Background: an optimization exercise with open tools, aiming at small area. Do not read the settings as production practice. At most, simulation tests tie the RTL to the original design; equivalence was not proved. The RTL of run 4 was laid out without a check of its function. Power figures rest on the tool's default switching activity, not on a simulated workload.

## design/flow/flow/run.sh

```bash
#!/bin/bash
# Own layout flow:
#  1. the standard synthesis (standard.sh synth), unchanged;
#  3. the standard layout from floorplan to finish, with the smallest
#     buffer for the port buffers and a clock tree of clkbuf_4 cells without
#     dummy loads.
# Each tool's full output goes to a log file of its own in this folder.
set -euo pipefail
here=$(pwd)
res="$here/orfs/results/${FLOW_PLATFORM}/lifi_link/base"
lib="$FLOW_HOME/platforms/${FLOW_PLATFORM}/lib/sky130_fd_sc_hd__tt_025C_1v80.lib"
yosys="$FLOW_HOME/../tools/install/yosys/bin/yosys"
# the platform's DONT_USE_CELLS
dont_use="-dont_use sky130_fd_sc_hd__lpflow_bleeder_1 -dont_use sky130_fd_sc_hd__lpflow_clkbufkapwr_1 -dont_use sky130_fd_sc_hd__lpflow_clkbufkapwr_16 -dont_use sky130_fd_sc_hd__lpflow_clkbufkapwr_2 -dont_use sky130_fd_sc_hd__lpflow_clkbufkapwr_4 -dont_use sky130_fd_sc_hd__lpflow_clkbufkapwr_8 -dont_use sky130_fd_sc_hd__lpflow_clkinvkapwr_1 -dont_use sky130_fd_sc_hd__lpflow_clkinvkapwr_16 -dont_use sky130_fd_sc_hd__lpflow_clkinvkapwr_2 -dont_use sky130_fd_sc_hd__lpflow_clkinvkapwr_4 -dont_use sky130_fd_sc_hd__lpflow_clkinvkapwr_8 -dont_use sky130_fd_sc_hd__lpflow_decapkapwr_12 -dont_use sky130_fd_sc_hd__lpflow_decapkapwr_3 -dont_use sky130_fd_sc_hd__lpflow_decapkapwr_4 -dont_use sky130_fd_sc_hd__lpflow_decapkapwr_6 -dont_use sky130_fd_sc_hd__lpflow_decapkapwr_8 -dont_use sky130_fd_sc_hd__lpflow_inputiso0n_1 -dont_use sky130_fd_sc_hd__lpflow_inputiso0p_1 -dont_use sky130_fd_sc_hd__lpflow_inputiso1n_1 -dont_use sky130_fd_sc_hd__lpflow_inputiso1p_1 -dont_use sky130_fd_sc_hd__lpflow_inputisolatch_1 -dont_use sky130_fd_sc_hd__lpflow_isobufsrc_1 -dont_use sky130_fd_sc_hd__lpflow_isobufsrc_16 -dont_use sky130_fd_sc_hd__lpflow_isobufsrc_2 -dont_use sky130_fd_sc_hd__lpflow_isobufsrc_4 -dont_use sky130_fd_sc_hd__lpflow_isobufsrc_8 -dont_use sky130_fd_sc_hd__lpflow_isobufsrckapwr_16 -dont_use sky130_fd_sc_hd__lpflow_lsbuf_lh_hl_isowell_tap_1 -dont_use sky130_fd_sc_hd__lpflow_lsbuf_lh_hl_isowell_tap_2 -dont_use sky130_fd_sc_hd__lpflow_lsbuf_lh_hl_isowell_tap_4 -dont_use sky130_fd_sc_hd__lpflow_lsbuf_lh_isowell_4 -dont_use sky130_fd_sc_hd__lpflow_lsbuf_lh_isowell_tap_1 -dont_use sky130_fd_sc_hd__lpflow_lsbuf_lh_isowell_tap_2 -dont_use sky130_fd_sc_hd__lpflow_lsbuf_lh_isowell_tap_4 -dont_use sky130_fd_sc_hd__probe_p_8 -dont_use sky130_fd_sc_hd__probec_p_8"
bb="sky130_fd_sc_hd__*df* sky130_fd_sc_hd__*dl* sky130_fd_sc_hd__fa_* sky130_fd_sc_hd__conb_*"

bash standard.sh synth > log_1_synth.log 2>&1
cp "$res/1_2_yosys.v" "$here/synth_standard.v"

# remap IN TAG SEED: re-map the netlist IN into synth_TAG.v, its area in area_TAG.txt
remap() {
  local in=$1 tag=$2 seed=$3
  printf 'strash\n&get -n\n&deepsyn -T 40 -S %s\n&put\ndch -f\namap\n' "$seed" > "$here/remap_$tag.abc"
  "$yosys" -p "read_liberty -ignore_miss_func $lib; blackbox $bb;
    read_verilog $in;
    hierarchy -top $FLOW_TOP; flatten; rename -hide w:_*; opt -purge; techmap; opt;
    abc -liberty $lib -script $here/remap_$tag.abc $dont_use;
    opt_clean -purge;
    write_verilog -noattr -nohex -nodec $here/abc_$tag.v" > "log_2_remap_$tag.log" 2>&1
  "$yosys" -p "read_liberty -lib $lib; read_verilog $here/abc_$tag.v;
    hierarchy -top $FLOW_TOP; opt_clean -purge; splitnets; opt_clean -purge;
    hilomap -singleton -hicell sky130_fd_sc_hd__conb_1 HI -locell sky130_fd_sc_hd__conb_1 LO;
    insbuf -buf sky130_fd_sc_hd__buf_1 A X;
    check -assert; tee -o $here/area_$tag.txt stat -liberty $lib;
    write_verilog -noattr -nohex -nodec $here/synth_$tag.v" > "log_3_clean_$tag.log" 2>&1
}
best=""; best_area=""
# pick TAG...: keep the smallest of the given results in best
pick() {
  local tag a
  for tag in "$@"; do
    [[ -f "$here/synth_$tag.v" ]] || continue
    a=$(sed -n "s/.*Chip area for module .*: *\([0-9.]*\).*/\1/p" "$here/area_$tag.txt" | tail -1)
    echo "$tag area $a" >> log_2_remap_choice.log
    if [[ -z "$best" ]] || awk -v a="$a" -v b="$best_area" 'BEGIN{exit !(a < b)}'; then
      best=$tag; best_area=$a
    fi
  done
}
for s in 1 2 3 4; do remap "$here/synth_standard.v" "a$s" "$s" & done; wait
for s in 5 6 7 8; do remap "$here/synth_standard.v" "a$s" "$s" & done; wait
pick a1 a2 a3 a4 a5 a6 a7 a8
first=$best
for s in 1 2 3 4; do remap "$here/synth_$first.v" "b$s" "$s" & done; wait
pick b1 b2 b3 b4
echo "kept $best area $best_area" >> log_2_remap_choice.log
cp "$here/synth_$best.v" "$here/synth_remapped.v"
cp "$here/synth_remapped.v" "$res/1_2_yosys.v"
rm -f "$res/1_synth.odb" "$res/1_synth.sdc"

bash standard.sh \
  "BUFFER_PORTS_ARGS=-buffer_cell sky130_fd_sc_hd__buf_1" \
  "CTS_ARGS=-sink_clustering_enable -repair_clock_nets -dont_use_dummy_load -buf_list sky130_fd_sc_hd__clkbuf_4" \
  finish > log_5_finish.log 2>&1
```

## design/flow/standard.sh

```bash
#!/bin/bash
# synth_recipe.tcl (not shown) runs the flow's synth.tcl, then flattens the netlist and writes it again
# the make line also repeats each setting of config.mk as NAME=value (left out here)
make -C /OpenROAD-flow-scripts/flow DESIGN_CONFIG=/design/flow/config.mk WORK_HOME=/design/flow/orfs CLKGATE_MAP_FILE= SYNTH_SCRIPT=/design/flow/synth_recipe.tcl "${@:-finish}"
```

## design/flow/config.mk

```make
export PLATFORM = sky130hd
export DESIGN_NAME = lifi_link
export DESIGN_NICKNAME = lifi_link
export VERILOG_FILES = /design/flow/design.v
export SDC_FILE = /design/flow/constraint.sdc
export NUM_CORES = 4
export LEC_CHECK = 0
export CAP_MARGIN = 20
export CORE_MARGIN = 2
export CORE_UTILIZATION = 40
export SLEW_MARGIN = 20
export SYNTH_HIERARCHICAL = 1
```

## design/flow/constraint.sdc

```tcl
create_clock -name core_clock -period 25.0 [get_ports {clk}]
set_input_delay 5.0000 -clock core_clock [delete_from_list [all_inputs] [get_ports {clk}]]
set_output_delay 5.0000 -clock core_clock [all_outputs]
set_load 0.01 [all_outputs]
```

## design/flow/design.v

```verilog
module lifi_osd (
    input  wire [119:0] adc_raw,
    output wire         is_on
);
    wire n1, n2;
    lifi_fa u_n1 (adc_raw[24], adc_raw[60], adc_raw[72], n1, n2);
    wire n3, n4;
    lifi_fa u_n3 (adc_raw[12], adc_raw[108], adc_raw[0], n3, n4);
    wire n5, n6;
    lifi_fa u_n5 (adc_raw[48], adc_raw[36], adc_raw[96], n5, n6);
    wire n7, n8;
    lifi_fa u_n7 (adc_raw[84], n1, n5, n7, n8);
    wire n9 = n3 & n7;
    wire n10, n11;
    lifi_fa u_n10 (adc_raw[37], adc_raw[13], adc_raw[97], n10, n11);
    wire n12, n13;
    lifi_fa u_n12 (adc_raw[61], adc_raw[25], adc_raw[49], n12, n13);
    wire n14, n15;
    lifi_fa u_n14 (adc_raw[1], adc_raw[85], adc_raw[73], n14, n15);
    wire n16, n17;
    lifi_fa u_n16 (adc_raw[109], n14, n12, n16, n17);
    wire n18, n19;
    lifi_fa u_n18 (n2, n6, n4, n18, n19);
    wire n20, n21;
    lifi_fa u_n20 (n10, n18, n16, n20, n21);
    wire n22, n23;
    lifi_fa u_n22 (n8, n9, n20, n22, n23);
    wire n24, n25;
    lifi_fa u_n24 (adc_raw[74], adc_raw[110], adc_raw[38], n24, n25);
    wire n26, n27;
    lifi_fa u_n26 (adc_raw[26], adc_raw[62], adc_raw[98], n26, n27);
    wire n28, n29;
    lifi_fa u_n28 (adc_raw[14], adc_raw[86], adc_raw[50], n28, n29);
    wire n30, n31;
    lifi_fa u_n30 (adc_raw[2], n28, n26, n30, n31);
    wire n32, n33;
    lifi_fa u_n32 (n24, n11, n15, n32, n33);
    wire n34, n35;
    lifi_fa u_n34 (n13, n19, n17, n34, n35);
    wire n36, n37;
    lifi_fa u_n36 (n32, n30, n34, n36, n37);
    wire n38, n39;
    lifi_fa u_n38 (n21, n23, n36, n38, n39);
    wire n40 = n22 | n38;
    wire n41, n42;
    lifi_fa u_n41 (adc_raw[51], adc_raw[99], adc_raw[63], n41, n42);
    wire n43, n44;
    lifi_fa u_n43 (adc_raw[27], adc_raw[75], adc_raw[111], n43, n44);
    wire n45, n46;
    lifi_fa u_n45 (adc_raw[3], adc_raw[39], adc_raw[87], n45, n46);
    wire n47, n48;
    lifi_fa u_n47 (adc_raw[15], n41, n27, n47, n48);
    wire n49, n50;
    lifi_fa u_n49 (n29, n25, n43, n49, n50);
    wire n51, n52;
    lifi_fa u_n51 (n45, n47, n33, n51, n52);
    wire n53, n54;
    lifi_fa u_n53 (n49, n31, n35, n53, n54);
    wire n55, n56;
    lifi_fa u_n55 (n51, n37, n53, n55, n56);
    wire n57 = (n39 & n40) | (n39 & n55) | (n40 & n55);
    wire n58, n59;
    lifi_fa u_n58 (adc_raw[16], adc_raw[76], adc_raw[40], n58, n59);
    wire n60, n61;
    lifi_fa u_n60 (adc_raw[4], adc_raw[64], adc_raw[28], n60, n61);
    wire n62, n63;
    lifi_fa u_n62 (adc_raw[88], adc_raw[100], adc_raw[52], n62, n63);
    wire n64, n65;
    lifi_fa u_n64 (adc_raw[112], n42, n46, n64, n65);
    wire n66, n67;
    lifi_fa u_n66 (n62, n44, n60, n66, n67);
    wire n68, n69;
    lifi_fa u_n68 (n58, n48, n64, n68, n69);
    wire n70, n71;
    lifi_fa u_n70 (n66, n50, n52, n70, n71);
    wire n72, n73;
    lifi_fa u_n72 (n68, n54, n70, n72, n73);
    wire n74, n75;
    lifi_fa u_n74 (n72, n56, n57, n74, n75);
    wire n76, n77;
    lifi_fa u_n76 (adc_raw[113], adc_raw[17], adc_raw[5], n76, n77);
    wire n78, n79;
    lifi_fa u_n78 (adc_raw[65], adc_raw[101], adc_raw[53], n78, n79);
    wire n80, n81;
    lifi_fa u_n80 (adc_raw[41], adc_raw[29], adc_raw[77], n80, n81);
    wire n82, n83;
    lifi_fa u_n82 (adc_raw[89], n78, n61, n82, n83);
    wire n84, n85;
    lifi_fa u_n84 (n59, n80, n63, n84, n85);
    wire n86, n87;
    lifi_fa u_n86 (n76, n65, n84, n86, n87);
    wire n88, n89;
    lifi_fa u_n88 (n82, n67, n69, n88, n89);
    wire n90, n91;
    lifi_fa u_n90 (n86, n88, n71, n90, n91);
    wire n92, n93;
    lifi_fa u_n92 (n90, n73, n75, n92, n93);
    wire n94 = n74 & n92;
    wire n95, n96;
    lifi_fa u_n95 (adc_raw[90], adc_raw[66], adc_raw[42], n95, n96);
    wire n97, n98;
    lifi_fa u_n97 (adc_raw[102], adc_raw[6], adc_raw[54], n97, n98);
    wire n99, n100;
    lifi_fa u_n99 (adc_raw[30], adc_raw[114], adc_raw[18], n99, n100);
    wire n101, n102;
    lifi_fa u_n101 (adc_raw[78], n81, n79, n101, n102);
    wire n103, n104;
    lifi_fa u_n103 (n97, n95, n99, n103, n104);
    wire n105, n106;
    lifi_fa u_n105 (n77, n83, n103, n105, n106);
    wire n107, n108;
    lifi_fa u_n107 (n101, n85, n105, n107, n108);
    wire n109, n110;
    lifi_fa u_n109 (n87, n107, n89, n109, n110);
    wire n111, n112;
    lifi_fa u_n111 (n91, n109, n93, n111, n112);
    wire n113 = n94 | n111;
    wire n114, n115;
    lifi_fa u_n114 (adc_raw[91], adc_raw[67], adc_raw[7], n114, n115);
    wire n116, n117;
    lifi_fa u_n116 (adc_raw[55], adc_raw[79], adc_raw[31], n116, n117);
    wire n118, n119;
    lifi_fa u_n118 (adc_raw[115], adc_raw[103], adc_raw[43], n118, n119);
    wire n120, n121;
    lifi_fa u_n120 (adc_raw[19], n114, n98, n120, n121);
    wire n122, n123;
    lifi_fa u_n122 (n100, n118, n96, n122, n123);
    wire n124, n125;
    lifi_fa u_n124 (n116, n122, n120, n124, n125);
    wire n126, n127;
    lifi_fa u_n126 (n104, n102, n106, n126, n127);
    wire n128, n129;
    lifi_fa u_n128 (n124, n126, n108, n128, n129);
    wire n130, n131;
    lifi_fa u_n130 (n128, n110, n112, n130, n131);
    wire n132 = n113 | n130;
    wire n133, n134;
    lifi_fa u_n133 (adc_raw[80], adc_raw[20], adc_raw[116], n133, n134);
    wire n135, n136;
    lifi_fa u_n135 (adc_raw[8], adc_raw[32], adc_raw[68], n135, n136);
    wire n137, n138;
    lifi_fa u_n137 (adc_raw[56], adc_raw[104], adc_raw[92], n137, n138);
    wire n139, n140;
    lifi_fa u_n139 (adc_raw[44], n135, n117, n139, n140);
    wire n141, n142;
    lifi_fa u_n141 (n119, n137, n133, n141, n142);
    wire n143, n144;
    lifi_fa u_n143 (n115, n141, n123, n143, n144);
    wire n145, n146;
    lifi_fa u_n145 (n121, n139, n125, n145, n146);
    wire n147, n148;
    lifi_fa u_n147 (n143, n145, n127, n147, n148);
    wire n149, n150;
    lifi_fa u_n149 (n147, n129, n131, n149, n150);
    wire n151 = n132 | n149;
    wire n152, n153;
    lifi_fa u_n152 (adc_raw[105], adc_raw[9], adc_raw[57], n152, n153);
    wire n154, n155;
    lifi_fa u_n154 (adc_raw[45], adc_raw[93], adc_raw[117], n154, n155);
    wire n156, n157;
    lifi_fa u_n156 (adc_raw[69], adc_raw[33], adc_raw[21], n156, n157);
    wire n158, n159;
    lifi_fa u_n158 (adc_raw[81], n152, n156, n158, n159);
    wire n160, n161;
    lifi_fa u_n160 (n138, n154, n136, n160, n161);
    wire n162, n163;
    lifi_fa u_n162 (n134, n142, n158, n162, n163);
    wire n164, n165;
    lifi_fa u_n164 (n160, n140, n162, n164, n165);
    wire n166, n167;
    lifi_fa u_n166 (n144, n146, n164, n166, n167);
    wire n168, n169;
    lifi_fa u_n168 (n148, n166, n150, n168, n169);
    wire n170 = n151 & n168;
    wire n171, n172;
    lifi_fa u_n171 (adc_raw[46], adc_raw[22], adc_raw[82], n171, n172);
    wire n173, n174;
    lifi_fa u_n173 (adc_raw[94], adc_raw[34], adc_raw[10], n173, n174);
    wire n175, n176;
    lifi_fa u_n175 (adc_raw[118], adc_raw[70], adc_raw[58], n175, n176);
    wire n177, n178;
    lifi_fa u_n177 (adc_raw[106], n153, n155, n177, n178);
    wire n179, n180;
    lifi_fa u_n179 (n171, n173, n175, n179, n180);
    wire n181, n182;
    lifi_fa u_n181 (n157, n177, n179, n181, n182);
    wire n183, n184;
    lifi_fa u_n183 (n159, n161, n181, n183, n184);
    wire n185, n186;
    lifi_fa u_n185 (n163, n183, n165, n185, n186);
    wire n187, n188;
    lifi_fa u_n187 (n167, n185, n169, n187, n188);
    wire n189 = n170 & n187;
    wire n190, n191;
    lifi_fa u_n190 (adc_raw[23], adc_raw[107], adc_raw[35], n190, n191);
    wire n192, n193;
    lifi_fa u_n192 (adc_raw[59], adc_raw[71], adc_raw[119], n192, n193);
    wire n194, n195;
    lifi_fa u_n194 (adc_raw[11], adc_raw[95], adc_raw[47], n194, n195);
    wire n196, n197;
    lifi_fa u_n196 (adc_raw[83], n172, n190, n196, n197);
    wire n198, n199;
    lifi_fa u_n198 (n194, n192, n174, n198, n199);
    wire n200, n201;
    lifi_fa u_n200 (n176, n180, n178, n200, n201);
    wire n202, n203;
    lifi_fa u_n202 (n196, n198, n182, n202, n203);
    wire n204, n205;
    lifi_fa u_n204 (n200, n202, n184, n204, n205);
    wire n206, n207;
    lifi_fa u_n206 (n186, n204, n188, n206, n207);
    wire n208 = n189 & n206;
    wire n209, n210;
    lifi_fa u_n209 (n191, n195, n193, n209, n210);
    wire n211, n212;
    lifi_fa u_n211 (n197, n209, n199, n211, n212);
    wire n213, n214;
    lifi_fa u_n213 (n211, n201, n203, n213, n214);
    wire n215, n216;
    lifi_fa u_n215 (n213, n205, n207, n215, n216);
    wire n217 = n208 | n215;
    wire n218, n219;
    lifi_fa u_n218 (n210, n212, n214, n218, n219);
    wire n220, n221;
    lifi_fa u_n220 (n218, n216, n217, n220, n221);
    wire n222 = (n219 & n221) | (n219 & n220) | (n221 & n220);
    assign is_on = n222;
endmodule
module lifi_fa (
    input  wire a,
    input  wire b,
    input  wire c,
    output wire s,
    output wire y
);
    assign s = a ^ b ^ c;
    assign y = (a & b) | (a & c) | (b & c);
endmodule
module lifi_rx (
    input  wire       clk,
    input  wire       rst,
    input  wire       is_on,      
    input  wire       adc_ok,     
    output reg  [7:0] rx_byte,
    output reg        rx_valid,
    output wire [3:0] rx_state,
    output reg  [2:0] rx_err,
    output wire       rx_fault
);
    localparam [3:0] S_WAIT_START = 4'd0,
                     S_MEAS_START = 4'd1,
                     S_IDLE_DELAY = 4'd2,
                     S_GAP1       = 4'd3,
                     S_BIT_PRE    = 4'd4,
                     S_BIT_POST   = 4'd5,
                     S_GAP2       = 4'd6,
                     S_WAIT_STOP  = 4'd7,
                     S_MEAS_STOP  = 4'd8,
                     S_HALT       = 4'd9;
    localparam [2:0] ERR_NONE          = 3'd0,
                     ERR_START_TIMEOUT = 3'd1,
                     ERR_START_WINDOW  = 3'd2,
                     ERR_STOP_TIMEOUT  = 3'd3,
                     ERR_STOP_WINDOW   = 3'd4,
                     ERR_HW_FAULT      = 3'd5;
    reg [3:0] state;
    reg [3:0] pre;      
    reg [7:0] cnt;
    reg [8:0] shift;    
    wire [9:0] polls = {shift[1:0], cnt};    
    wire timeout = (polls >= 10'd1000);
    reg [3:0] n_state;
    reg       n_load;   
    reg [8:0] n_shift;
    reg [7:0] n_byte;
    reg       n_valid;
    reg [2:0] n_err;
    wire act = (pre == 4'd0) && (state != S_HALT);
    assign rx_state = state;
    assign rx_fault = (state == S_HALT);
    wire in_window_start = (cnt >= 8'd60) && (cnt <= 8'd80);
    wire in_window_stop  = (cnt >= 8'd90) && (cnt <= 8'd110);
    wire meas_full       = (cnt >= 8'd200);
    always @* begin
        n_state = state;
        n_load  = 1'b0;
        n_shift = shift;
        n_byte  = rx_byte;
        n_valid = 1'b0;
        n_err   = rx_err;
        case (state)
            S_WAIT_START: begin
                if (timeout) begin
                    n_err   = ERR_START_TIMEOUT;
                    n_state = S_IDLE_DELAY;
                    n_load  = 1'b1;
                end else if (is_on) begin
                    n_state = S_MEAS_START;
                    n_load  = 1'b1;
                end
            end
            S_MEAS_START: begin
                if (meas_full || !is_on) begin
                    n_load = 1'b1;
                    if (in_window_start) begin
                        n_state = S_GAP1;
                    end else begin
                        n_err   = ERR_START_WINDOW;
                        n_state = S_IDLE_DELAY;
                    end
                end
            end
            S_GAP1: begin
                if (cnt[3:0] == 4'd10) begin
                    n_shift = 9'd1;
                    n_state = S_BIT_PRE;
                    n_load  = 1'b1;
                end
            end
            S_BIT_PRE: begin
                if (cnt[2:0] == 3'd5) begin
                    n_shift = {shift[7:0], is_on};
                    n_state = S_BIT_POST;
                    n_load  = 1'b1;
                end
            end
            S_BIT_POST: begin
                if (cnt[2:0] == 3'd5) begin
                    n_state = shift[8] ? S_GAP2 : S_BIT_PRE;
                    n_load  = 1'b1;
                end
            end
            S_WAIT_STOP: begin
                if (meas_full) begin
                    n_err   = ERR_STOP_TIMEOUT;
                    n_state = S_WAIT_START;
                end else if (is_on) begin
                    n_state = S_MEAS_STOP;
                    n_load  = 1'b1;
                end
            end
            S_MEAS_STOP: begin
                if (meas_full || !is_on) begin
                    if (in_window_stop && (meas_full || adc_ok)) begin
                        n_byte  = shift[7:0];
                        n_valid = 1'b1;
                        n_err   = ERR_NONE;
                    end else begin
                        n_err   = ERR_STOP_WINDOW;
                    end
                    n_state = S_WAIT_START;
                end
            end
            default: ;
        endcase
        if ((state == S_IDLE_DELAY && cnt[5:0] == 6'd50) ||
            (state == S_GAP2 && cnt[3:0] == 4'd10)) begin
            n_state = (state == S_GAP2) ? (is_on ? S_MEAS_STOP : S_WAIT_STOP)
                                        : (is_on ? S_MEAS_START : S_WAIT_START);
            n_load  = 1'b1;
        end else if (n_state == S_WAIT_START && state != S_WAIT_START) begin
            n_state = is_on ? S_MEAS_START : S_WAIT_START;
            n_load  = 1'b1;
        end
        if (n_state == S_WAIT_START)
            n_shift[1:0] = (state == S_WAIT_START && !n_load) ? shift[1:0] + {1'b0, &cnt} : 2'b00;
        if (!adc_ok && (state == S_WAIT_START ? !timeout :
                        state == S_MEAS_START ? !meas_full :
                        state == S_MEAS_STOP  ? 1'b1 :
                        state == S_WAIT_STOP  ? 1'b1 :
                        state == S_BIT_PRE    ? cnt[2:0] == 3'd5 :
                        state == S_IDLE_DELAY ? cnt[5:0] == 6'd50 :
                        state == S_GAP2       ? cnt[3:0] == 4'd10 : 1'b0)) begin
            n_state = S_HALT;
            n_err   = ERR_HW_FAULT;
        end
    end
    always @(posedge clk) begin
        if (rst)
            shift[1:0] <= 2'b00;
        else if (act)
            shift[1:0] <= n_shift[1:0];
        if (act) shift[8:2] <= n_shift[8:2];
        if (rst) begin
            state    <= S_WAIT_START;
            pre      <= 4'd0;
            cnt      <= 8'd0;
            rx_byte  <= 8'd0;
            rx_valid <= 1'b0;
            rx_err   <= ERR_NONE;
        end else begin
            pre      <= (pre == 4'd9) ? 4'd0 : {pre[2:0], ~(pre[3] ^ pre[2])};
            rx_valid <= act & n_valid;
            if (act) begin
                state   <= n_state;
                cnt     <= (n_load ? 8'd0 : cnt) + 8'd1;
                rx_byte <= n_byte;
                rx_err  <= n_err;
            end
        end
    end
endmodule
module lifi_tx (
    input  wire       clk,
    input  wire       rst,
    input  wire [7:0] tx_data,
    input  wire       tx_valid,
    input  wire       led_ok,
    output wire       tx_ready,
    output reg        led,
    output wire [2:0] tx_state,
    output wire       tx_fault
);
    localparam [2:0] S_WAIT_INPUT  = 3'd0,
                     S_START_ON    = 3'd1,
                     S_START_GAP   = 3'd2,
                     S_BIT         = 3'd3,
                     S_PAYLOAD_GAP = 3'd4,
                     S_STOP_ON     = 3'd5,
                     S_HALT        = 3'd6;
    reg [2:0] state;
    reg [6:0] pre;      
    reg [3:0] unit;
    reg [7:0] hold;
    reg [2:0] n_state;
    reg [3:0] n_unit;
    reg       n_led;
    reg       write;    
    assign tx_ready = (state == S_WAIT_INPUT);
    assign tx_state = state;
    assign tx_fault = (state == S_HALT);
    wire boundary = (pre == 7'd0);
    always @* begin
        n_state = state;
        n_unit  = unit + 4'd1;
        n_led   = 1'b0;
        write   = 1'b0;
        case (state)
            S_WAIT_INPUT: begin
                n_unit = 4'd0;
                if (tx_valid) begin
                    n_state = S_START_ON;
                    n_led   = 1'b1;
                    write   = 1'b1;
                end
            end
            S_START_ON:
                if (unit == 4'd6) begin
                    n_state = S_START_GAP;
                    write   = 1'b1;
                end
            S_START_GAP: begin
                n_state = S_BIT;
                n_unit  = 4'd0;
                write   = 1'b1;
            end
            S_BIT:
                if (unit[2:0] == 3'd7) begin
                    n_state = S_PAYLOAD_GAP;
                    write   = 1'b1;
                end else begin
                    write   = 1'b1;
                end
            S_PAYLOAD_GAP: begin
                n_state = S_STOP_ON;
                n_led   = 1'b1;
                write   = 1'b1;
            end
            S_STOP_ON:
                if (unit == 4'd9) begin
                    n_state = S_WAIT_INPUT;
                    write   = 1'b1;
                end
            default: ;
        endcase
        if (n_state != state)
            n_unit = 4'd0;
        if (n_state == S_BIT)
            n_led = hold[~n_unit[2:0]];
        if (write && !led_ok)
            n_state = S_HALT;
    end
    wire step = tx_ready || (boundary && state != S_HALT);
    always @(posedge clk) begin
        if (tx_ready) hold <= tx_data;
        if (rst) begin
            state <= S_WAIT_INPUT;
            pre   <= 7'd0;
            unit  <= 4'd0;
            led   <= 1'b0;
        end else begin
            if (step) begin
                state <= n_state;
                unit  <= n_unit;
                if (write && led_ok) led <= n_led;
            end
            pre <= (n_state == S_WAIT_INPUT && step || pre == 7'd75) ? 7'd0
                                                               : {pre[5:0], ~(pre[6] ^ pre[5])};
        end
    end
endmodule
module lifi_link (
    input  wire         clk,
    input  wire         rst,
    input  wire [119:0] adc_raw,
    input  wire         adc_ok,
    output wire [7:0]   rx_byte,
    output wire         rx_valid,
    output wire [3:0]   rx_state,
    output wire [2:0]   rx_err,
    output wire         rx_fault,
    input  wire [7:0]   tx_data,
    input  wire         tx_valid,
    output wire         tx_ready,
    output wire         led,
    input  wire         led_ok,
    output wire [2:0]   tx_state,
    output wire         tx_fault
);
    wire is_on;
    lifi_osd u_osd (
        .adc_raw(adc_raw),
        .is_on  (is_on)
    );
    lifi_rx u_rx (
        .clk     (clk),
        .rst     (rst),
        .is_on   (is_on),
        .adc_ok  (adc_ok),
        .rx_byte (rx_byte),
        .rx_valid(rx_valid),
        .rx_state(rx_state),
        .rx_err  (rx_err),
        .rx_fault(rx_fault)
    );
    lifi_tx u_tx (
        .clk     (clk),
        .rst     (rst),
        .tx_data (tx_data),
        .tx_valid(tx_valid),
        .led_ok  (led_ok),
        .tx_ready(tx_ready),
        .led     (led),
        .tx_state(tx_state),
        .tx_fault(tx_fault)
    );
endmodule
```

==> results.toml, run 1 <==
[timing]
slew_violations = 0
finalHoldViolations = 0
fmax_mhz = 71.9
relSlewSlack_pct = 31.8
finalSetupViolCount = 0
fin_crit_sh_pct = 55.6
worst_pin_slew_ns = 1.01
rsz0062_at_grt = "no"
tns_ns = 0
fin_ws_ns = 11.09
min_period_ns = 13.91
finClkSkew_ns = 0.0306

[floorplan]
rows = 39
ioPinCount = 156
core_sq_um = 11500
die_h_um = 113
die_w_um = 113
fp.dieArea_sq_um = 12700
start_util_pct = 41.3

[clocking]
cts.clk_slew.worst_paths_ns = 0.09
htreeDepth = 3
worstSkewPairLatency_ns = 0.39
numCtsBuffers = 9
cts_tree = "done"
ctsResizeCount = 0
hold_buffers = 0
clock-root-buffer = "clkbuf_4"
clock_sinks = 60
post-cts-setup-buffer-count = 0
clk_path_buf_depth = 2

[hold_path]
hold_class = "reg -> reg"

[layout]
diodes = 0
layout-drive-gt1-share_pct = 1.86
seq_area_sq_um = 1350
multi_input_area_sq_um = 3210
area_delta_synth_final_pct = 17.8
fin_nets = 832
fillCellCount = 1075

[critical_path]
cp.buffers_inverters = 3
cp-end-kind = "flop"
max_stage_delay_ns = 0.59
arrival_ns = 14.21
required_ns = 25.30
crit_path_top_delay_cell = "fa_1"
critical_path.most_common_cell = "fa_1"
criticalPathCategory = "in -> reg"
cp_max_fo = 6
start_kind = "input pin"
cp_top_family = "adder cells"

[power_and_ir_drop]
peakVddDrop_mv = 0.0734
powerDensity_nw_per_um2 = 124
p_leak_nw = 1.86

[global_routing]
grt_pass1_vias = 4072
overflow = 0
antenna_found_initial = 0
grt_max_degree = 19
grt_usage_pct = 17.3
grt_pass1_wl_um = 17900

[detailed_routing]
vias_per_cell = 5.07
num_vias = 3728
avgRoutedWirePerCell_um = 13.7
wirelength_um = 10100
drt_iter0_drc = 187
dr.pass1.iters = 5
route.detailed.drc = 0
ant_nets = 0

[logic_synthesis]
synth_fp_nets = 664
synth_area_sq_um = 4740
syn_inst = 426
yosys_warnings = 8
avgSynthCellArea_sq_um = 11.1

[placed_design]
gp_congestion = 0.910
portBuffers = 155
hpwl_um = 8850
pre_cts_ws_ns = 10.64

[status]
status = "complete, no violations"

[flow_run]
maxCapViolations = 0
## final timing paths
kind,from,end,slack (ns),depth (start not counted)
worst min register to register,u_tx.pre[3],u_tx.pre[4],0.45,2
worst max-delay path,adc_raw[24],u_rx.shift[0],11.09,31
worst max register to register,u_rx.pre[2],u_rx.shift[0],21.16,13
worst min-delay path,u_tx.pre[3],u_tx.pre[4],0.45,2
## tightest hold or removal path, cell delays in order (launching register included)
cell,delay (ns)
dfxtp_1,0.32
clkinv_1,0.05
nor2_1,0.04
## layer usage
layer / share of wire, % / wire [um] / vias to the layer above / global-route usage (%)
li1: - / - / 1780 / -
met3: 6.6 / 662 / 12 / 4.02
met1: 40 / 4030 / 1809 / 21.3
met4: 0.84 / 85 / 0 / 4.39
met2: 53 / 5320 / 127 / 30.9
met5: 0 / 0 / - / 0
## stage by stage
stage	utilization [%]	hold slack (ns)	instance area (sq um)	total power, mW	instances
6_report	48.7	0.450	5580	0.693	735
5_1_grt	48.7	0.475	5580	0.798	735
4_1_cts	48.7	0.452	5580	0.707	735
3_5_place_dp	48.1	0.436	5510	0.655	726
3_3_place_gp	48.1	0.428	5510	0.640	726
2_1_floorplan	-	0.417	4740	0.532	426
## layout make-up
type,instances,area share [%]
clock buffer,9,1.21
inverter,48,3.23
multi-input combinational,318,57.4
sequential,60,24.2
tap,143,3.21
timing repair buffer,157,10.7
## layout by cell type, fill, tap and decap left out, types with 6 or more instances in the layout
master	instances
buf_1	155
fa_1	105
nor2_1	72
clkinv_1	48
dfxtp_1	45
o21ai_0	23
nor3_1	22
nand2_1	18
nand3_1	16
edfxtp_1	15
clkbuf_4	9
a211oi_1	8
a21oi_1	6
## power by group
part | internal, mW | switching, mW
Sequential | 0.119 | 0.0127
Clock | 0.0167 | 0.0300
Combinational | 0.215 | 0.300
Total | 0.351 | 0.343
## registers in the layout, indices dropped and copies added (netlist names), 4 cells and up
register / cells
u_rx.cnt: 8
u_rx.pre: 4
u_rx.rx_byte: 8
u_rx.shift: 9
u_rx.state: 4
u_tx.hold: 8
u_tx.pre: 7
u_tx.unit: 4
==> inputs of run 2 (changes only) <==
--- a/design/flow/design.v
+++ b/design/flow/design.v
@@ -408,94 +408,49 @@
     input  wire       led_ok,
     output wire       tx_ready,
     output reg        led,
-    output wire [2:0] tx_state,
+    output reg  [2:0] tx_state,
     output wire       tx_fault
 );
-    localparam [2:0] S_WAIT_INPUT  = 3'd0,
-                     S_START_ON    = 3'd1,
-                     S_START_GAP   = 3'd2,
-                     S_BIT         = 3'd3,
-                     S_PAYLOAD_GAP = 3'd4,
-                     S_STOP_ON     = 3'd5,
-                     S_HALT        = 3'd6;
-    reg [2:0] state;
+    localparam [4:0] P_WAIT = 5'd27,
+                     P_HALT = 5'd28;
+    reg [4:0] pos;
     reg [6:0] pre;      
-    reg [3:0] unit;
     reg [7:0] hold;
-    reg [2:0] n_state;
-    reg [3:0] n_unit;
-    reg       n_led;
-    reg       write;    
-    assign tx_ready = (state == S_WAIT_INPUT);
-    assign tx_state = state;
-    assign tx_fault = (state == S_HALT);
+    assign tx_ready = (pos == P_WAIT);
+    assign tx_fault = (pos == P_HALT);
+    always @* begin
+        if (pos[4:3] == 2'b01)  tx_state = 3'd3;
+        else if (pos < 5'd7)    tx_state = 3'd1;
+        else if (pos == 5'd7)   tx_state = 3'd2;
+        else if (pos == 5'd16)  tx_state = 3'd4;
+        else if (pos < 5'd27)   tx_state = 3'd5;
+        else if (pos == P_WAIT) tx_state = 3'd0;
+        else                    tx_state = 3'd6;
+    end
     wire boundary = (pre == 7'd0);
+    wire accept   = tx_ready & tx_valid;
+    wire advance  = boundary & (pos < 5'd27);
+    wire [4:0] n_pos = accept ? 5'd0 : pos + 5'd1;
+    wire write = accept | (advance & (n_pos == 5'd7 || n_pos[4:3] == 2'b01 ||
+                                      n_pos == 5'd16 || n_pos == 5'd17 || n_pos == 5'd27));
+    reg n_led;
     always @* begin
-        n_state = state;
-        n_unit  = unit + 4'd1;
-        n_led   = 1'b0;
-        write   = 1'b0;
-        case (state)
-            S_WAIT_INPUT: begin
-                n_unit = 4'd0;
-                if (tx_valid) begin
-                    n_state = S_START_ON;
-                    n_led   = 1'b1;
-                    write   = 1'b1;
-                end
-            end
-            S_START_ON:
-                if (unit == 4'd6) begin
-                    n_state = S_START_GAP;
-                    write   = 1'b1;
-                end
-            S_START_GAP: begin
-                n_state = S_BIT;
-                n_unit  = 4'd0;
-                write   = 1'b1;
-            end
-            S_BIT:
-                if (unit[2:0] == 3'd7) begin
-                    n_state = S_PAYLOAD_GAP;
-                    write   = 1'b1;
-                end else begin
-                    write   = 1'b1;
-                end
-            S_PAYLOAD_GAP: begin
-                n_state = S_STOP_ON;
-                n_led   = 1'b1;
-                write   = 1'b1;
-            end
-            S_STOP_ON:
-                if (unit == 4'd9) begin
-                    n_state = S_WAIT_INPUT;
-                    write   = 1'b1;
-                end
-            default: ;
-        endcase
-        if (n_state != state)
-            n_unit = 4'd0;
-        if (n_state == S_BIT)
-            n_led = hold[~n_unit[2:0]];
-        if (write && !led_ok)
-            n_state = S_HALT;
+        if (n_pos[4:3] == 2'b01) n_led = hold[~n_pos[2:0]];
+        else n_led = accept | (n_pos == 5'd17);
     end
-    wire step = tx_ready || (boundary && state != S_HALT);
     always @(posedge clk) begin
         if (tx_ready) hold <= tx_data;
+        pre <= (tx_ready || pre == 7'd75) ? {6'd0, tx_ready} : {pre[5:0], ~(pre[6] ^ pre[5])};
         if (rst) begin
-            state <= S_WAIT_INPUT;
-            pre   <= 7'd0;
-            unit  <= 4'd0;
-            led   <= 1'b0;
-        end else begin
-            if (step) begin
-                state <= n_state;
-                unit  <= n_unit;
-                if (write && led_ok) led <= n_led;
+            pos <= P_WAIT;
+            led <= 1'b0;
+        end else if (accept | advance) begin
+            if (write && !led_ok) begin
+                pos <= P_HALT;
+            end else begin
+                pos <= n_pos;
+                if (write) led <= n_led;
             end
-            pre <= (n_state == S_WAIT_INPUT && step || pre == 7'd75) ? 7'd0
-                                                               : {pre[5:0], ~(pre[6] ^ pre[5])};
         end
     end
 endmodule
==> run 2 against run 1 <==
  * Register-to-register slack gained 0.45 ns
  * Clock power is essentially flat
  * Die area shrank 1.6%
  * Worst hold slack lost 0.018 ns
  * Fmax grew 2.2%
  * Combinational power grew 8.0%
  * Setup slack gained 0.31 ns
  * Core utilization shrank 0.46 points
  * Area after synthesis shrank 1.6%
  * Non-clock buffer count is the same
  * Sequential share of layout area shrank 0.39 points
  * Sequential cell count shrank 2
  * Critical path type unchanged
  * Largest cell class unchanged
==> results.toml, run 2 <==
[flow_run]
maxCapViolations = 0

[critical_path]
required_ns = 25.25
cp-end-kind = "flop"
start_kind = "input pin"
criticalPathCategory = "in -> reg"
cp_max_fo = 7
reg2reg_depth = 16
arrival_ns = 13.86

[floorplan]
core_sq_um = 11400
start_util_pct = 40.8
fp.dieArea_sq_um = 12500
die_w_um = 112
rows = 39
die_h_um = 112
ioPinCount = 156

[clocking]
clock_sinks = 58
htreeDepth = 3
worstSkewPairLatency_ns = 0.40
clk_path_buf_depth = 2
hold_buffers = 0
cts.clk_slew.worst_paths_ns = 0.09
clock-root-buffer = "clkbuf_4"
ctsResizeCount = 0
numCtsBuffers = 9
cts_tree = "done"
post-cts-setup-buffer-count = 0

[timing]
worst_pin_slew_ns = 0.847
rsz0062_at_grt = "no"
fin_crit_sh_pct = 54.4
relSlewSlack_pct = 43.1
fmax_mhz = 73.5
fin_ws_ns = 11.40
tns_ns = 0
finalSetupViolCount = 0
finClkSkew_ns = 0.0307
finalHoldViolations = 0
slew_violations = 0
min_period_ns = 13.60

[placed_design]
pre_cts_ws_ns = 10.92
gp_congestion = 0.916
portBuffers = 155
hpwl_um = 8990

[detailed_routing]
wl_met2_um = 5290
dr_wl_met3_um = 762
num_vias = 3687
drt_iter0_drc = 161
avgRoutedWirePerCell_um = 14.3
routed.top_layer = "met4"
route.detailed.drc = 0
ant_nets = 0
dr.pass1.iters = 5
vias_per_cell = 5.14
wl_met1_um = 4180
wirelength_um = 10300

[layout]
fillCellCount = 1106
final_common_cell = "buf_1"
largest_reg_flops = 9
layout_common_cells = "buf_1, fa_1, nor2_1"
fin_util_pct = 48.2
regMostFlops = "u_rx.shift"
fin_nets = 815
area_delta_synth_final_pct = 18.1
layout-drive-gt1-share_pct = 1.91
diodes = 0

[global_routing]
grt_usage_pct = 17.6
grt_pass1_wl_um = 17800
grt_pass1_vias = 3971
grt_max_degree = 17
antenna_found_initial = 0
overflow = 0

[status]
status = "complete, no violations"

[hold_path]
hold_class = "reg -> reg"
hold-path-cell-count = 2

[logic_synthesis]
avgSynthCellArea_sq_um = 11.4
synth_area_sq_um = 4660
yosys_warnings = 8
synth_fp_nets = 647
syn_inst = 409

[power_and_ir_drop]
powerDensity_nw_per_um2 = 134
p_total_uw = 739
p_leak_nw = 1.88
peakVddDrop_mv = 0.0743
==> run 2: critical path, stage by stage <==
cell	delay (ns)
buf_1	0.09
fa_1	0.51
fa_1	0.53
fa_1	0.44
fa_1	0.41
fa_1	0.47
o22ai_1	0.18
nand2_1	0.09
fa_1	0.38
fa_1	0.39
fa_1	0.39
fa_1	0.38
fa_1	0.39
fa_1	0.39
fa_1	0.39
fa_1	0.39
fa_1	0.43
a41o_1	0.22
fa_1	0.38
o21ai_0	0.17
nand2_1	0.13
clkinv_1	0.08
a21oi_1	0.09
or2_0	0.25
a31oi_1	0.35
nor3_1	0.14
o21ai_0	0.67
nor3_1	0.13
==> run 2: layer usage <==
layer  GRT usage, %  vias to the layer above
met4           3.82                        0
met2           31.8                      167
li1               -                     1737
met1           21.5                     1773
met5              0                        -
met3           4.08                       10
==> run 2: final timing paths <==
path	startpoint	endpoint	slack (ns)
min	u_tx.pre[4]	u_tx.pre[5]	0.43
max	adc_raw[1]	u_rx.cnt[4]	11.40
min reg2reg	u_tx.pre[4]	u_tx.pre[5]	0.43
max reg2reg	u_rx.state[2]	u_rx.shift[0]	21.61
==> run 2: area by class of cell <==
type	instances	area [sq um]	area share [%]
inverter	40	150	2.73
timing repair buffer	157	597	10.8
clock buffer	9	67.6	1.23
multi-input combinational	311	3200	58.1
tap	143	179	3.25
sequential	58	1310	23.8
==> run 2: where the power goes <==
group          switching (mW)  internal, mW  leakage, nW
Combinational           0.324         0.232         1.35
Sequential             0.0165         0.120        0.479
Clock                  0.0298        0.0167       0.0414
==> run 2: stage by stage <==
stage               std cells  hold slack [ns]  instance area, sq um
finish                    718            0.432                  5500
global route              718            0.464                  5500
CTS                       718            0.440                  5500
detailed placement        709            0.430                  5440
global placement          709            0.422                  5440
floorplan                 409            0.403                  4660
==> inputs of run 3 (changes only) <==
--- a/design/flow/design.v
+++ b/design/flow/design.v
@@ -266,12 +266,12 @@
     reg [3:0] state;
     reg [3:0] pre;      
     reg [7:0] cnt;
-    reg [8:0] shift;    
+    reg [7:0] shift;    
     wire [9:0] polls = {shift[1:0], cnt};    
     wire timeout = (polls >= 10'd1000);
     reg [3:0] n_state;
     reg       n_load;   
-    reg [8:0] n_shift;
+    reg [7:0] n_shift;
     reg [7:0] n_byte;
     reg       n_valid;
     reg [2:0] n_err;
@@ -281,6 +281,10 @@
     wire in_window_start = (cnt >= 8'd60) && (cnt <= 8'd80);
     wire in_window_stop  = (cnt >= 8'd90) && (cnt <= 8'd110);
     wire meas_full       = (cnt >= 8'd200);
+    wire half_end = (cnt[2:0] == 3'd7);
+    wire bump     = (state == S_GAP1 || state == S_BIT_PRE ||
+                     state == S_BIT_POST || state == S_GAP2) && half_end;
+    wire gap_done = (cnt[3:0] == 4'd15);    
     always @* begin
         n_state = state;
         n_load  = 1'b0;
@@ -311,24 +315,18 @@
                 end
             end
             S_GAP1: begin
-                if (cnt[3:0] == 4'd10) begin
-                    n_shift = 9'd1;
+                if (gap_done)
                     n_state = S_BIT_PRE;
-                    n_load  = 1'b1;
-                end
             end
             S_BIT_PRE: begin
-                if (cnt[2:0] == 3'd5) begin
-                    n_shift = {shift[7:0], is_on};
+                if (half_end) begin
+                    n_shift = {shift[6:0], is_on};
                     n_state = S_BIT_POST;
-                    n_load  = 1'b1;
                 end
             end
             S_BIT_POST: begin
-                if (cnt[2:0] == 3'd5) begin
-                    n_state = shift[8] ? S_GAP2 : S_BIT_PRE;
-                    n_load  = 1'b1;
-                end
+                if (half_end)    
+                    n_state = cnt[7] ? S_GAP2 : S_BIT_PRE;
             end
             S_WAIT_STOP: begin
                 if (meas_full) begin
@@ -342,7 +340,7 @@
             S_MEAS_STOP: begin
                 if (meas_full || !is_on) begin
                     if (in_window_stop && (meas_full || adc_ok)) begin
-                        n_byte  = shift[7:0];
+                        n_byte  = shift;
                         n_valid = 1'b1;
                         n_err   = ERR_NONE;
                     end else begin
@@ -354,7 +352,7 @@
             default: ;
         endcase
         if ((state == S_IDLE_DELAY && cnt[5:0] == 6'd50) ||
-            (state == S_GAP2 && cnt[3:0] == 4'd10)) begin
+            (state == S_GAP2 && gap_done)) begin
             n_state = (state == S_GAP2) ? (is_on ? S_MEAS_STOP : S_WAIT_STOP)
                                         : (is_on ? S_MEAS_START : S_WAIT_START);
             n_load  = 1'b1;
@@ -368,9 +366,9 @@
                         state == S_MEAS_START ? !meas_full :
                         state == S_MEAS_STOP  ? 1'b1 :
                         state == S_WAIT_STOP  ? 1'b1 :
-                        state == S_BIT_PRE    ? cnt[2:0] == 3'd5 :
+                        state == S_BIT_PRE    ? half_end :
                         state == S_IDLE_DELAY ? cnt[5:0] == 6'd50 :
-                        state == S_GAP2       ? cnt[3:0] == 4'd10 : 1'b0)) begin
+                        state == S_GAP2       ? gap_done : 1'b0)) begin
             n_state = S_HALT;
             n_err   = ERR_HW_FAULT;
         end
@@ -380,7 +378,7 @@
             shift[1:0] <= 2'b00;
         else if (act)
             shift[1:0] <= n_shift[1:0];
-        if (act) shift[8:2] <= n_shift[8:2];
+        if (act) shift[7:2] <= n_shift[7:2];
         if (rst) begin
             state    <= S_WAIT_START;
             pre      <= 4'd0;
@@ -393,7 +391,8 @@
             rx_valid <= act & n_valid;
             if (act) begin
                 state   <= n_state;
-                cnt     <= (n_load ? 8'd0 : cnt) + 8'd1;
+                cnt     <= n_load ? {6'd0, n_state == S_GAP1, 1'b1}
+                                  : (cnt + 8'd1) | {6'd0, bump, bump};
                 rx_byte <= n_byte;
                 rx_err  <= n_err;
             end
==> run 3 against run 2 <==
  * Still clean on timing, DRC and antenna
  * Combinational power down 7.2%
  * Area after synthesis down 1.1%
  * Worst hold slack better by 0.0021 ns
  * Global-route usage about the same
  * Sequential power down 3%
  * Power down 6.2%
  * Synthesized cell count down 2.4%
  * Clock power down 4.9%
  * Critical endpoint is now u_rx.cnt[1]
  * Largest cell class unchanged
==> results.toml, run 3 <==
[status]
status = "complete, no violations"

[layout]
diodes = 0
final_common_cell = "buf_1"
fillCellCount = 1103
area_delta_synth_final_pct = 18.1
fin_util_pct = 48.1
layout_common_cells = "buf_1, fa_1, nor2_1"
seq_area_sq_um = 1280
fin_area_sq_um = 5450
multi_input_area_sq_um = 3180
layout-drive-gt1-share_pct = 1.77
fin_nets = 804

[timing]
tns_ns = 0
rsz0062_at_grt = "no"
relSlewSlack_pct = 34.6
fin_crit_sh_pct = 55.4
slew_violations = 0
finalSetupViolCount = 0
fmax_mhz = 72.2
min_period_ns = 13.84
fin_ws_ns = 11.16
finalHoldViolations = 0
finClkSkew_ns = 0.0235
worst_pin_slew_ns = 0.969

[global_routing]
grt_usage_pct = 17.6
grt_max_degree = 19
grt_pass1_wl_um = 17800
antenna_found_initial = 0
overflow = 0
grt_pass1_vias = 3972

[critical_path]
crit_path_top_delay_cell = "fa_1"
critical_path.most_common_cell = "fa_1"
start_kind = "input pin"
max_stage_delay_ns = 0.60
criticalPathCategory = "in -> reg"
reg2reg_depth = 14
cp-end-kind = "flop"
cp.buffers_inverters = 1
r2r_end = "u_rx.cnt[1]"
rrSetupSlack_ns = 21.55
cp_max_fo = 7
worst_r2r_startpoint = "u_rx.state[0]"
arrival_ns = 14.13
required_ns = 25.29
cp_top_family = "adder cells"

[logic_synthesis]
synth_fp_nets = 637
yosys_warnings = 8
synth_area_sq_um = 4610
syn_inst = 399
avgSynthCellArea_sq_um = 11.6

[detailed_routing]
num_vias = 3666
avgRoutedWirePerCell_um = 14.2
wirelength_um = 10100
ant_nets = 0
dr.pass1.iters = 5
vias_per_cell = 5.19
route.detailed.drc = 0
drt_iter0_drc = 179

[clocking]
clk_path_buf_depth = 2
cts_tree = "done"
ctsResizeCount = 0
worstSkewPairLatency_ns = 0.39
clock_sinks = 57
numCtsBuffers = 9
hold_buffers = 0
htreeDepth = 3
clock-root-buffer = "clkbuf_4"
cts.clk_slew.worst_paths_ns = 0.09
post-cts-setup-buffer-count = 0

[hold_path]
min_from = "u_rx.shift[2]"
hold_end = "u_rx.shift[3]"
hold-path-cell-count = 0
hold_class = "reg -> reg"

[power_and_ir_drop]
p_leak_nw = 1.82
peakVddDrop_mv = 0.0774
powerDensity_nw_per_um2 = 127

[placed_design]
gp_congestion = 0.967
hpwl_um = 8810
pre_cts_ws_ns = 10.68
portBuffers = 155
placed_area_sq_um = 5370

[floorplan]
ioPinCount = 156
core_sq_um = 11300
rows = 39
die_w_um = 111
start_util_pct = 40.7
die_h_um = 111
fp.dieArea_sq_um = 12400

[flow_run]
maxCapViolations = 0
## run 3: per-stage QoR
stage,cells,hold WS (ns),power [mW]
after global routing,707,0.464,0.790
final,707,0.434,0.693
after detailed placement,697,0.431,0.657
after CTS,706,0.438,0.704
after floorplan,399,0.417,0.526
after global placement,697,0.427,0.644
## run 3: where the power goes
part | switching (mW) | internal, mW | leakage (nW)
combinational | 0.300 | 0.216 | 1.31
clock | 0.0275 | 0.0167 | 0.0414
sequential | 0.0161 | 0.117 | 0.471
## run 3: final cells by class
cell class,count,share of cell area (%)
Inverter,39,2.69
Timing Repair Buffer,156,10.8
Tap cell,143,3.29
Sequential cell,57,23.5
Multi-Input combinational cell,303,58.4
Clock buffer,9,1.24
## run 3: routing by layer
layer	vias to the layer above	wire length, um	track usage (%)
met5	-	0	0
met1	1779	3890	21.9
met3	9	760	4.25
li1	1725	-	-
met4	0	102	3.87
met2	153	5310	31.3
## run 3: worst reg2reg max path, cell delays in order (launching register included)
cell and delay, ns:
dfxtp_1 0.39, clkinv_1 0.21, nor2_1 0.22, nor2_1 0.05, a2111oi_0 0.42, o21ai_0 0.28
clkinv_1 0.10, o21ai_0 0.12, nor2b_1 0.18, o32ai_1 0.32, nor2_1 0.11, nor4_1 0.32
or2_0 0.18, nand2_1 0.18, o32ai_1 0.27
## run 3: worst max path at each step
stage | startpoint | to | slack [ns] | depth (start not counted)
finish | adc_raw[24] | u_rx.cnt[1] | 11.16 | 30
global route | adc_raw[24] | u_rx.shift[0] | 10.67 | 31
CTS | adc_raw[24] | u_rx.cnt[1] | 11.11 | 30
detailed placement | adc_raw[24] | u_rx.cnt[1] | 10.68 | 30
global placement | adc_raw[24] | u_rx.cnt[1] | 10.96 | 30
floorplan | adc_raw[1] | u_rx.cnt[1] | 11.49 | 29
==> inputs of run 4 (changes only) <==
--- a/design/flow/design.v
+++ b/design/flow/design.v
@@ -410,46 +410,43 @@
     output reg  [2:0] tx_state,
     output wire       tx_fault
 );
-    localparam [4:0] P_WAIT = 5'd27,
-                     P_HALT = 5'd28;
+    localparam [4:0] P_WAIT = 5'd27;
     reg [4:0] pos;
+    reg       halt;
     reg [6:0] pre;      
     reg [7:0] hold;
-    assign tx_ready = (pos == P_WAIT);
-    assign tx_fault = (pos == P_HALT);
+    assign tx_ready = (pos == P_WAIT) & ~halt;
+    assign tx_fault = halt;
     always @* begin
-        if (pos[4:3] == 2'b01)  tx_state = 3'd3;
+        if (halt)               tx_state = 3'd6;
+        else if (pos[4:3] == 2'b01) tx_state = 3'd3;
         else if (pos < 5'd7)    tx_state = 3'd1;
         else if (pos == 5'd7)   tx_state = 3'd2;
         else if (pos == 5'd16)  tx_state = 3'd4;
         else if (pos < 5'd27)   tx_state = 3'd5;
-        else if (pos == P_WAIT) tx_state = 3'd0;
-        else                    tx_state = 3'd6;
+        else                    tx_state = 3'd0;
+    end
+    always @* begin
+        if (pos[4:3] == 2'b01) led = hold[~pos[2:0]];
+        else led = (pos < 5'd7) || (pos > 5'd16 && pos < 5'd27);
     end
     wire boundary = (pre == 7'd0);
     wire accept   = tx_ready & tx_valid;
-    wire advance  = boundary & (pos < 5'd27);
+    wire advance  = boundary & (pos < 5'd27) & ~halt;
     wire [4:0] n_pos = accept ? 5'd0 : pos + 5'd1;
     wire write = accept | (advance & (n_pos == 5'd7 || n_pos[4:3] == 2'b01 ||
                                       n_pos == 5'd16 || n_pos == 5'd17 || n_pos == 5'd27));
-    reg n_led;
-    always @* begin
-        if (n_pos[4:3] == 2'b01) n_led = hold[~n_pos[2:0]];
-        else n_led = accept | (n_pos == 5'd17);
-    end
     always @(posedge clk) begin
         if (tx_ready) hold <= tx_data;
         pre <= (tx_ready || pre == 7'd75) ? {6'd0, tx_ready} : {pre[5:0], ~(pre[6] ^ pre[5])};
         if (rst) begin
-            pos <= P_WAIT;
-            led <= 1'b0;
+            pos  <= P_WAIT;
+            halt <= 1'b0;
         end else if (accept | advance) begin
-            if (write && !led_ok) begin
-                pos <= P_HALT;
-            end else begin
+            if (write && !led_ok)
+                halt <= 1'b1;
+            else
                 pos <= n_pos;
-                if (write) led <= n_led;
-            end
         end
     end
 endmodule
==> run 4 against run 3 <==
  * Register-to-register slack better by 0.36 ns
  * Clock power grew 4.8%
  * Combinational power fell by 1%
  * Worst hold slack got worse by 0.0014 ns
  * Clock skew up 0.0058 ns
  * Fmax up 1.4%
  * Core utilization about the same
  * Final cell count did not move
  * Die area shrank 0.21%
  * First-iteration DRC count rose by 10%
  * Sequential power barely moved
  * Area after synthesis fell by 0.22%
  * Largest cell class unchanged
  * Highest routed layer unchanged
==> results.toml, run 4 <==
[status]
status = "complete, no violations"

[critical_path]
cp-end-kind = "flop"
crit_path_top_delay_cell = "fa_1"
rrSetupSlack_ns = 21.91
cp_top_family = "adder cells"
required_ns = 25.27
max_stage_delay_ns = 0.59
criticalPathCategory = "in -> reg"
cp.buffers_inverters = 2
start_kind = "input pin"
arrival_ns = 13.92
critical_path.most_common_cell = "fa_1"
cp_max_fo = 5

[global_routing]
grt_pass1_wl_um = 17300
grt_pass1_vias = 3843
antenna_found_initial = 0
grt_max_degree = 18
grt_usage_pct = 17.2
overflow = 0

[flow_run]
maxCapViolations = 0

[hold_path]
hold_class = "reg -> reg"

[clocking]
cts_tree = "done"
cts.clk_slew.worst_paths_ns = 0.09
clock_sinks = 57
htreeDepth = 3
ctsResizeCount = 0
numCtsBuffers = 9
post-cts-setup-buffer-count = 0
clock-root-buffer = "clkbuf_4"
worstSkewPairLatency_ns = 0.39
hold_buffers = 0
clk_path_buf_depth = 2

[logic_synthesis]
yosys_warnings = 8
synth_fp_nets = 636
avgSynthCellArea_sq_um = 11.6
syn_inst = 398
synth_area_sq_um = 4600

[floorplan]
ioPinCount = 156
core_sq_um = 11300
rows = 39
die_h_um = 111
fp.dieArea_sq_um = 12400
die_w_um = 111
start_util_pct = 40.6

[placed_design]
gp_congestion = 0.908
hpwl_um = 8780
portBuffers = 155

[detailed_routing]
drt_iter0_drc = 197
dr.pass1.iters = 4
avgRoutedWirePerCell_um = 14.2
wirelength_um = 10100
route.detailed.drc = 0
num_vias = 3580
ant_nets = 0
vias_per_cell = 5.06

[layout]
area_delta_synth_final_pct = 18.3
multi_input_area_sq_um = 3190
diodes = 0
layout-drive-gt1-share_pct = 1.95
fin_nets = 804
final_common_cell = "buf_1"
seq_area_sq_um = 1280
fillCellCount = 1107
layout_common_cells = "buf_1, fa_1, nor2_1"

[power_and_ir_drop]
p_sw_uw = 347
combPwrFrac_pct = 74.3
p_int_uw = 341
powerDensity_nw_per_um2 = 126
peakVddDrop_mv = 0.0871
clkPwrFrac_pct = 6.7
p_leak_nw = 1.84
pwr-share-seq_pct = 18.9
switching_share_pct = 50.5

[timing]
fin_crit_sh_pct = 54.6
min_period_ns = 13.65
rsz0062_at_grt = "no"
tns_ns = 0
fmax_mhz = 73.3
finClkSkew_ns = 0.0293
fin_hold_ws_ns = 0.433
finalHoldViolations = 0
slew_violations = 0
worst_pin_slew_ns = 0.865
finalSetupViolCount = 0
relSlewSlack_pct = 41.7
## run 4: final cells by class
class	instances	share of cell area [%]
Multi-Input combinational cell	306	58.6
Sequential cell	57	23.5
Timing Repair Buffer	157	11.0
Tap cell	143	3.29
Inverter	35	2.41
Clock buffer	9	1.24
## run 4: per-stage QoR
stage | cells | utilization [%] | power [mW] | area [sq um] | setup WS, ns
floorplan | 398 | - | 0.518 | 4600 | 11.63
global placement | 698 | 47.5 | 0.652 | 5380 | 11.01
detailed placement | 698 | 47.5 | 0.651 | 5380 | 10.86
CTS | 707 | 48.1 | 0.703 | 5440 | 11.28
global route | 707 | 48.1 | 0.785 | 5440 | 10.94
finish | 707 | 48.1 | 0.688 | 5440 | 11.35
## run 4: tightest hold or removal path, stage by stage, from the launching register on
cell,delay [ns]
dfxtp_1,0.33
clkinv_1,0.06
nor2_1,0.03
## run 4: path summary, 6_finish.rpt
kind                            cells past startpoint            end         from
worst min register to register                      2    u_rx.pre[3]  u_rx.pre[2]
worst min-delay path                                2    u_rx.pre[3]  u_rx.pre[2]
worst max-delay path                               32  u_rx.shift[1]  adc_raw[24]
worst max register to register                     10  u_rx.state[2]  u_rx.pre[3]
## run 4: routing by layer
layer / track usage [%] / wire (um) / vias to the layer above
li1: - / - / 1723
met1: 21.2 / 4170 / 1744
met2: 31.0 / 5300 / 109
met3: 3.99 / 538 / 4
met4: 3.54 / 57 / 0
met5: 0 / 0 / -
## run 4: power groups by stage
| stage | Sequential [mW] | Combinational, mW | Clock (mW) |
|---|---|---|---|
| 6_report | 0.130 | 0.511 | 0.0463 |
| 3_5_place_dp | 0.132 | 0.519 | 0 |
| 2_1_floorplan | 0.130 | 0.388 | 0 |
| 5_1_grt | 0.133 | 0.600 | 0.0525 |
| 4_1_cts | 0.130 | 0.524 | 0.0489 |
| 3_3_place_gp | 0.132 | 0.520 | 0 |
==> inputs of run 5 (changes only) <==
--- a/design/flow/design.v
+++ b/design/flow/design.v
@@ -268,19 +268,20 @@
     reg [7:0] cnt;
     reg [7:0] shift;    
     wire [9:0] polls = {shift[1:0], cnt};    
-    wire timeout = (polls >= 10'd1000);
+    wire timeout = &polls[9:5] & polls[3];            
     reg [3:0] n_state;
     reg       n_load;   
     reg [7:0] n_shift;
     reg [7:0] n_byte;
     reg       n_valid;
     reg [2:0] n_err;
-    wire act = (pre == 4'd0) && (state != S_HALT);
+    wire halted = state[3] & state[0];                
+    wire act = (pre == 4'd0) && !halted;
     assign rx_state = state;
-    assign rx_fault = (state == S_HALT);
+    assign rx_fault = halted;
     wire in_window_start = (cnt >= 8'd60) && (cnt <= 8'd80);
     wire in_window_stop  = (cnt >= 8'd90) && (cnt <= 8'd110);
-    wire meas_full       = (cnt >= 8'd200);
+    wire meas_full       = cnt[7] & cnt[6] & cnt[3];   
     wire half_end = (cnt[2:0] == 3'd7);
     wire bump     = (state == S_GAP1 || state == S_BIT_PRE ||
                      state == S_BIT_POST || state == S_GAP2) && half_end;
@@ -351,7 +352,7 @@
             end
             default: ;
         endcase
-        if ((state == S_IDLE_DELAY && cnt[5:0] == 6'd50) ||
+        if ((state == S_IDLE_DELAY && cnt[5] && cnt[4] && cnt[1]) ||
             (state == S_GAP2 && gap_done)) begin
             n_state = (state == S_GAP2) ? (is_on ? S_MEAS_STOP : S_WAIT_STOP)
                                         : (is_on ? S_MEAS_START : S_WAIT_START);
@@ -367,7 +368,7 @@
                         state == S_MEAS_STOP  ? 1'b1 :
                         state == S_WAIT_STOP  ? 1'b1 :
                         state == S_BIT_PRE    ? half_end :
-                        state == S_IDLE_DELAY ? cnt[5:0] == 6'd50 :
+                        state == S_IDLE_DELAY ? cnt[5] & cnt[4] & cnt[1] :
                         state == S_GAP2       ? gap_done : 1'b0)) begin
             n_state = S_HALT;
             n_err   = ERR_HW_FAULT;
==> run 5 against run 4 <==
  * Worst hold slack worse by 0.0084 ns
  * Fmax down 1.0%
  * Sequential power down 12%
  * Via count down 1.1%
  * Core utilization hardly changed
  * Clock power shrank 2%
  * Clock skew is essentially flat
  * Highest routed layer unchanged
==> results.toml, run 5 <==
[clocking]
clk_path_buf_depth = 2
post-cts-setup-buffer-count = 0
cts.clk_slew.worst_paths_ns = 0.10
clock_sinks = 57
ctsResizeCount = 0
numCtsBuffers = 9
worstSkewPairLatency_ns = 0.40
hold_buffers = 0
htreeDepth = 3
clock-root-buffer = "clkbuf_4"
cts_tree = "done"

[detailed_routing]
vias_per_cell = 5.02
num_vias = 3541
ant_nets = 0
avgRoutedWirePerCell_um = 13.5
dr.pass1.iters = 4
wirelength_um = 9500
route.detailed.drc = 0
drt_iter0_drc = 98

[power_and_ir_drop]
p_int_uw = 324
peakVddDrop_mv = 0.0670
combPwrFrac_pct = 74.5
clkPwrFrac_pct = 7.2
p_sw_uw = 306
p_total_uw = 631
pwr-share-seq_pct = 18.3
p_leak_nw = 1.85
powerDensity_nw_per_um2 = 116
switching_share_pct = 48.6

[critical_path]
arrival_ns = 14.07
max_stage_delay_ns = 0.59
r2r_end = "u_rx.shift[1]"
critical_path.most_common_cell = "fa_1"
cp_max_fo = 5
worst_r2r_startpoint = "u_rx.state[0]"
cp-end-kind = "flop"
rrSetupSlack_ns = 22.04
criticalPathCategory = "in -> reg"
reg2reg_depth = 13
required_ns = 25.28
start_kind = "input pin"
crit_path_top_delay_cell = "fa_1"

[floorplan]
fp.dieArea_sq_um = 12300
rows = 39
start_util_pct = 40.6
core_sq_um = 11300
ioPinCount = 156
die_w_um = 111
die_h_um = 111

[layout]
final_cells = 705
area_delta_synth_final_pct = 18.4
fin_util_pct = 48.1
fin_area_sq_um = 5420
fillCellCount = 1074
layout-drive-gt1-share_pct = 1.96
layout_common_cells = "buf_1, fa_1, nor2_1"
diodes = 0
final_common_cell = "buf_1"
fin_nets = 802

[global_routing]
grt_usage_pct = 17.0
grt_pass1_wl_um = 17100
antenna_found_initial = 0
grt_pass1_vias = 3929
grt_max_degree = 15
overflow = 0

[timing]
finClkSkew_ns = 0.0289
worst_pin_slew_ns = 0.838
slew_violations = 0
tns_ns = 0
relSlewSlack_pct = 43.5
finalHoldViolations = 0
finalSetupViolCount = 0
fin_crit_sh_pct = 55.2
fin_ws_ns = 11.21
fmax_mhz = 72.5
min_period_ns = 13.79
fin_hold_ws_ns = 0.425
rsz0062_at_grt = "no"

[logic_synthesis]
synth_area_sq_um = 4580
syn_inst = 396
synth_fp_nets = 634
yosys_warnings = 8
avgSynthCellArea_sq_um = 11.6

[placed_design]
dp_cells = 696
pre_cts_ws_ns = 10.72
gp_congestion = 0.902
hpwl_um = 8470
portBuffers = 155
placed_area_sq_um = 5360

[status]
status = "complete, no violations"

[hold_path]
hold_class = "reg -> reg"
min_from = "u_rx.shift[1]"
hold-path-cell-count = 0
hold_end = "u_rx.shift[2]"

[flow_run]
maxCapViolations = 0
[run 5: final cells by class]
class                   instances  area [sq um]  share of cell area (%)
multi-input cells             300          3150                    58.1
flip-flops and latches         57          1280                    23.6
repair buffers                157           597                    11.0
well taps                     143           179                    3.30
inverters                      39           146                    2.70
clock buffers                   9          67.6                    1.25
[run 5: worst max-delay path, delay by kind of cell]
family                   cells  cell delay [ns]
adder cells (fa/ha/maj)     15             6.37
AO/OA/AOI/OAI                9             1.63
buffers and inverters        2             0.26
AND/OR/NAND/NOR              5             0.80
[run 5: layer usage]
metal	wire (um)	up-vias	GRT usage, %	share of wire, %
met3	569	23	4.43	6.0
met1	3660	1705	19.9	39
met2	5050	117	30.6	53
met4	218	0	5.17	2.3
met5	0	-	0	0
li1	-	1696	-	-
[run 5: how the worst max path moves through the flow]
stage	cells past startpoint	to	slack, ns	from
2_1_floorplan	30	u_rx.shift[1]	11.55	adc_raw[1]
3_3_place_gp	31	u_rx.shift[0]	10.97	adc_raw[1]
3_5_place_dp	31	u_rx.shift[0]	10.72	adc_raw[24]
4_1_cts	31	u_rx.shift[1]	11.23	adc_raw[24]
5_1_grt	27	u_rx.cnt[2]	10.76	adc_raw[24]
6_report	31	u_rx.shift[0]	11.21	adc_raw[24]
[run 5: power by group through the flow]
stage	clock (mW)	sequential (mW)	combinational, mW
floorplan	0	0.116	0.358
global placement	0	0.117	0.474
detailed placement	0	0.117	0.477
CTS	0.0486	0.116	0.481
global route	0.0522	0.117	0.547
finish	0.0454	0.115	0.470

static timing again, ports no longer ideal:
The results above use ideal ports. As a check the final layouts listed here were re-extracted and re-timed, cells and wires unchanged.
Step 1 assumes that a clkbuf_16 drives the clock port and a buf_2 every other input.
Step 2 adds t to the input delays and takes it off the output delays; t is the mean of the earliest and latest rising clock arrival at the registers after step 1. Input paths then give back, and output paths get back, about the clock's delay inside the block.
Three values: ideal, step 1, step 2; two values: the first two.
| run | shift t [ns] | setup slack, ns | hold slack, ns | clock arrival spread, ns | worst register clock-pin slew, ns |
|---|---|---|---|---|---|
| run 1 | 0.402 | 11.089 / 11.094 / 10.691 | 0.450 / 0.450 / 0.450 | 0.031 / 0.031 | 0.10 / 0.10 |
| run 2 | 0.416 | 11.396 / 11.398 / 10.981 | 0.432 / 0.432 / 0.432 | 0.031 / 0.031 | 0.10 / 0.10 |
| run 3 | 0.404 | 11.158 / 11.159 / 10.754 | 0.434 / 0.434 / 0.434 | 0.026 / 0.025 | 0.09 / 0.09 |
| run 4 | 0.411 | 11.348 / 11.353 / 10.942 | 0.433 / 0.433 / 0.433 | 0.042 / 0.043 | 0.12 / 0.12 |
| run 5 | 0.412 | 11.207 / 11.215 / 10.802 | 0.425 / 0.425 / 0.425 | 0.028 / 0.029 | 0.10 / 0.10 |
After both steps setup and hold are still met in every run listed. The setup slack of run 2, which loses most, moves by +0.002 ns with the drivers and by -0.415 ns with both steps.
